Source: an optimization exercise on an open RTL-to-GDS flow (aim: small area). Production flows keep margins and buffers that such runs may drop.
Function was checked by simulation only, so behaviour that the tests miss may differ from the original.
Power figures rest on the tool's default switching activity, not on a simulated workload.

## build 75
==> flow/design.v (excerpt) <==
module sbfc (
    input  wire        clk,
    input  wire        rst,           
    input  wire        host_wr,       
    input  wire        host_space,    
    input  wire [7:0]  host_addr,
    input  wire [15:0] host_wdata,
    output reg  [15:0] host_rdata,    
    output wire        busy,
    output wire        done,
    output wire        err,
    input  wire        link_open,
    output wire        tx_valid,
    output reg  [7:0]  tx_data,
    input  wire        tx_ready,
    output wire        tx_flush,
    input  wire        tx_flush_ack,
    input  wire        tx_err,
    output wire        rx_ready,
    input  wire        rx_valid,
    input  wire [7:0]  rx_data,
    input  wire        rx_err,
    input  wire        tick,
    output wire        pld_we,
    output wire [7:0]  pld_waddr,
    output wire [7:0]  pld_wdata
);
For scale: ~900 cells after synthesis, ~230 flip-flops, ~90 I/O pins.
==> flow/config.mk <==
export PLATFORM = sky130hd
export DESIGN_NAME = sbfc
export DESIGN_NICKNAME = sbfc
export VERILOG_FILES = /design/flow/design.v
export SDC_FILE = /design/flow/constraint.sdc
export NUM_CORES = 4
export LEC_CHECK = 0
export CAP_MARGIN = 20
export CORE_MARGIN = 2
export CORE_UTILIZATION = 40
export PLACE_DENSITY = 0.6
export SLEW_MARGIN = 20
==> flow/constraint.sdc <==
create_clock -name core_clock -period 10.0 [get_ports {clk}]
set_input_delay 2.0000 -clock core_clock [delete_from_list [all_inputs] [get_ports {clk}]]
set_output_delay 2.0000 -clock core_clock [all_outputs]
set_load 0.01 [all_outputs]
standard.sh (not shown) runs the stock make flow with config.mk's settings and CLKGATE_MAP_FILE= SYNTH_SCRIPT=/design/flow/synth_recipe.tcl, a recipe that flattens the netlist after the stock synthesis.
==> flow/flow/run.sh <==
#!/bin/bash
# Layout flow: the standard ORFS flow (standard.sh) with
#  - synthesis unchanged except for the ABC script that maps the
#    combinational logic (area-oriented: deepsyn + area mapping); the
#    registers are mapped by the standard synthesis before ABC runs,
#  - port buffers of the smallest buffer cell,
#  - a clock tree without dummy loads, built from clkbuf_8 clusters.
set -e
HERE=$(pwd)
FLOWDIR=$(cd "$(dirname "$0")" && pwd)

# synthesis with the ORFS scripts, only the ABC script replaced
rm -rf "$HERE/synth_scripts"
cp -r "$FLOW_HOME/scripts" "$HERE/synth_scripts"
cp "$FLOWDIR/abc_area_deep.script" "$HERE/synth_scripts/abc_speed.script"
SCRIPTS_DIR="$HERE/synth_scripts" bash standard.sh synth > "$HERE/synth.log" 2>&1

# the rest of the standard flow
export BUFFER_PORTS_ARGS="-buffer_cell sky130_fd_sc_hd__buf_1"
export CTS_ARGS="-sink_clustering_enable -repair_clock_nets -dont_use_dummy_load -buf_list sky130_fd_sc_hd__clkbuf_8 -sink_clustering_size 16 -sink_clustering_max_diameter 60"
bash standard.sh > "$HERE/layout.log" 2>&1
==> flow/flow/abc_area_deep.script <==
strash
&get -n
&deepsyn -T 60
&dch -f
&nf -a -R 1000 -E 10
&put
topo
Build 75 went all the way through the flow, and no timing, DRC or antenna check failed.
Edits applied to the flow inputs when going from build 75 to build 30:
==> flow/flow/run.sh <==
#!/bin/bash
# Standard ORFS layout with smaller port buffers and a leaner clock tree.
set -e
export BUFFER_PORTS_ARGS="-buffer_cell sky130_fd_sc_hd__buf_1"
export CTS_ARGS="-sink_clustering_enable -repair_clock_nets -dont_use_dummy_load -buf_list sky130_fd_sc_hd__clkbuf_8 -sink_clustering_size 16 -sink_clustering_max_diameter 60"
bash standard.sh > standard.log 2>&1
removed: flow/flow/abc_area_deep.script
## What came out
- Compared with build 75, build 30 shows a lower share of cell area taken by flip-flops and latches.
- A worst setup path startpoint of host_addr[0] is what build 75 shows, while host_space belongs to build 30.
- The first-pass GRT wire length in build 30 was higher than what build 75 gave.
- Against build 75, build 30 comes in about 0.7% higher on placer congestion estimate.
- Relative to build 75, the area after synthesis measured on build 30 has increased by a little under 10%.
- Delta(leakage power of the design, build 30 - build 75) > 0
- Count of clock-buffer cells in the layout delta for build 30 relative to build 75: 19% higher
- Diff build 75 -> build 30: amount of wire on met3 after detailed routing higher; remaining max-slew budget at the tightest pin higher.
## Diff of input files: build 2 against build 30
Settings: changing CORE_UTILIZATION from 40 to 60; changing PLACE_DENSITY from 0.6 to 0.75.
==> flow/flow/run.sh <==
#!/bin/bash
# Layout flow: the standard ORFS flow (standard.sh) with
#  - synthesis unchanged except for the ABC script that maps the
#    combinational logic (area-oriented: deepsyn + area mapping); the
#    registers are mapped by the standard synthesis before ABC runs,
#  - port buffers of the smallest buffer cell,
#  - a clock tree without dummy loads, built from clkbuf_8 clusters.
set -e
HERE=$(pwd)
FLOWDIR=$(cd "$(dirname "$0")" && pwd)

# synthesis with the ORFS scripts, only the ABC script replaced
rm -rf "$HERE/synth_scripts"
cp -r "$FLOW_HOME/scripts" "$HERE/synth_scripts"
cp "$FLOWDIR/abc_area_deep.script" "$HERE/synth_scripts/abc_speed.script"
SCRIPTS_DIR="$HERE/synth_scripts" bash standard.sh synth > "$HERE/synth.log" 2>&1

# the rest of the standard flow
export BUFFER_PORTS_ARGS="-buffer_cell sky130_fd_sc_hd__buf_1"
export CTS_ARGS="-sink_clustering_enable -repair_clock_nets -dont_use_dummy_load -buf_list sky130_fd_sc_hd__clkbuf_8 -sink_clustering_size 16 -sink_clustering_max_diameter 60"
bash standard.sh > "$HERE/layout.log" 2>&1
==> flow/flow/abc_area_deep.script (new file) <==
strash
&get -n
&deepsyn -T 60
&dch -f
&nf -a -R 1000 -E 10
&put
topo
--- outcome ---
- Combinational family with the most area after synthesis = simple AND/OR/NAND/NOR gates: build 30; combinational family with the most area after synthesis = compound AO/OA/AOI/OAI gates: build 2
- | largest incremental delay on the critical path | build 2 vs build 30 | 0.07 ns higher |
- Looking at later-pin clock latency in the skew report across build 30 and build 2, the one that comes out lower is build 2.
- Build 2: cell area is 0.0012 mm^2 lower than what build 30 reported.
- As far as instance count along the most critical hold path goes, build 30 and build 2 are indistinguishable; the numbers are identical.
- Going from build 30 to build 2, global-route usage has increased, critical path depth went down by 2, synthesized area fell by 9.1%, wire length reported by the detailed router now smaller, met2 track demand over resource in global routing saw an increase.

-- static timing again, ports no longer ideal --
The flow's constraints put no driver on any port. The routed layouts listed below were extracted and timed again, unchanged, in two steps.
Step 1, drivers: a clkbuf_16 drives clk and a buf_2 each remaining input, both assumed.
Step 2 moves the port delays by t, midway between the first and last clock arrival at a register: inputs arrive t later, outputs are due t later. That takes back most of the time a late clock gives input paths.
a / b / c = no drivers / after step 1 / after step 2; a / b = the first two.
| run | t, ns | slack for setup (ns) | clock arrival spread, ns |
|---|---|---|---|
| build 75 | 0.564 | 3.674 / 3.626 / 3.626 | 0.084 / 0.085 |
| build 30 | 0.587 | 3.266 / 3.241 / 3.241 | 0.061 / 0.061 |
| build 2 | 0.561 | 3.772 / 3.745 / 3.745 | 0.056 / 0.057 |
After both steps setup and hold are still met in every run listed. For build 75, which loses most, drivers alone change the setup slack by -0.048 ns; drivers and shift together by -0.048 ns.
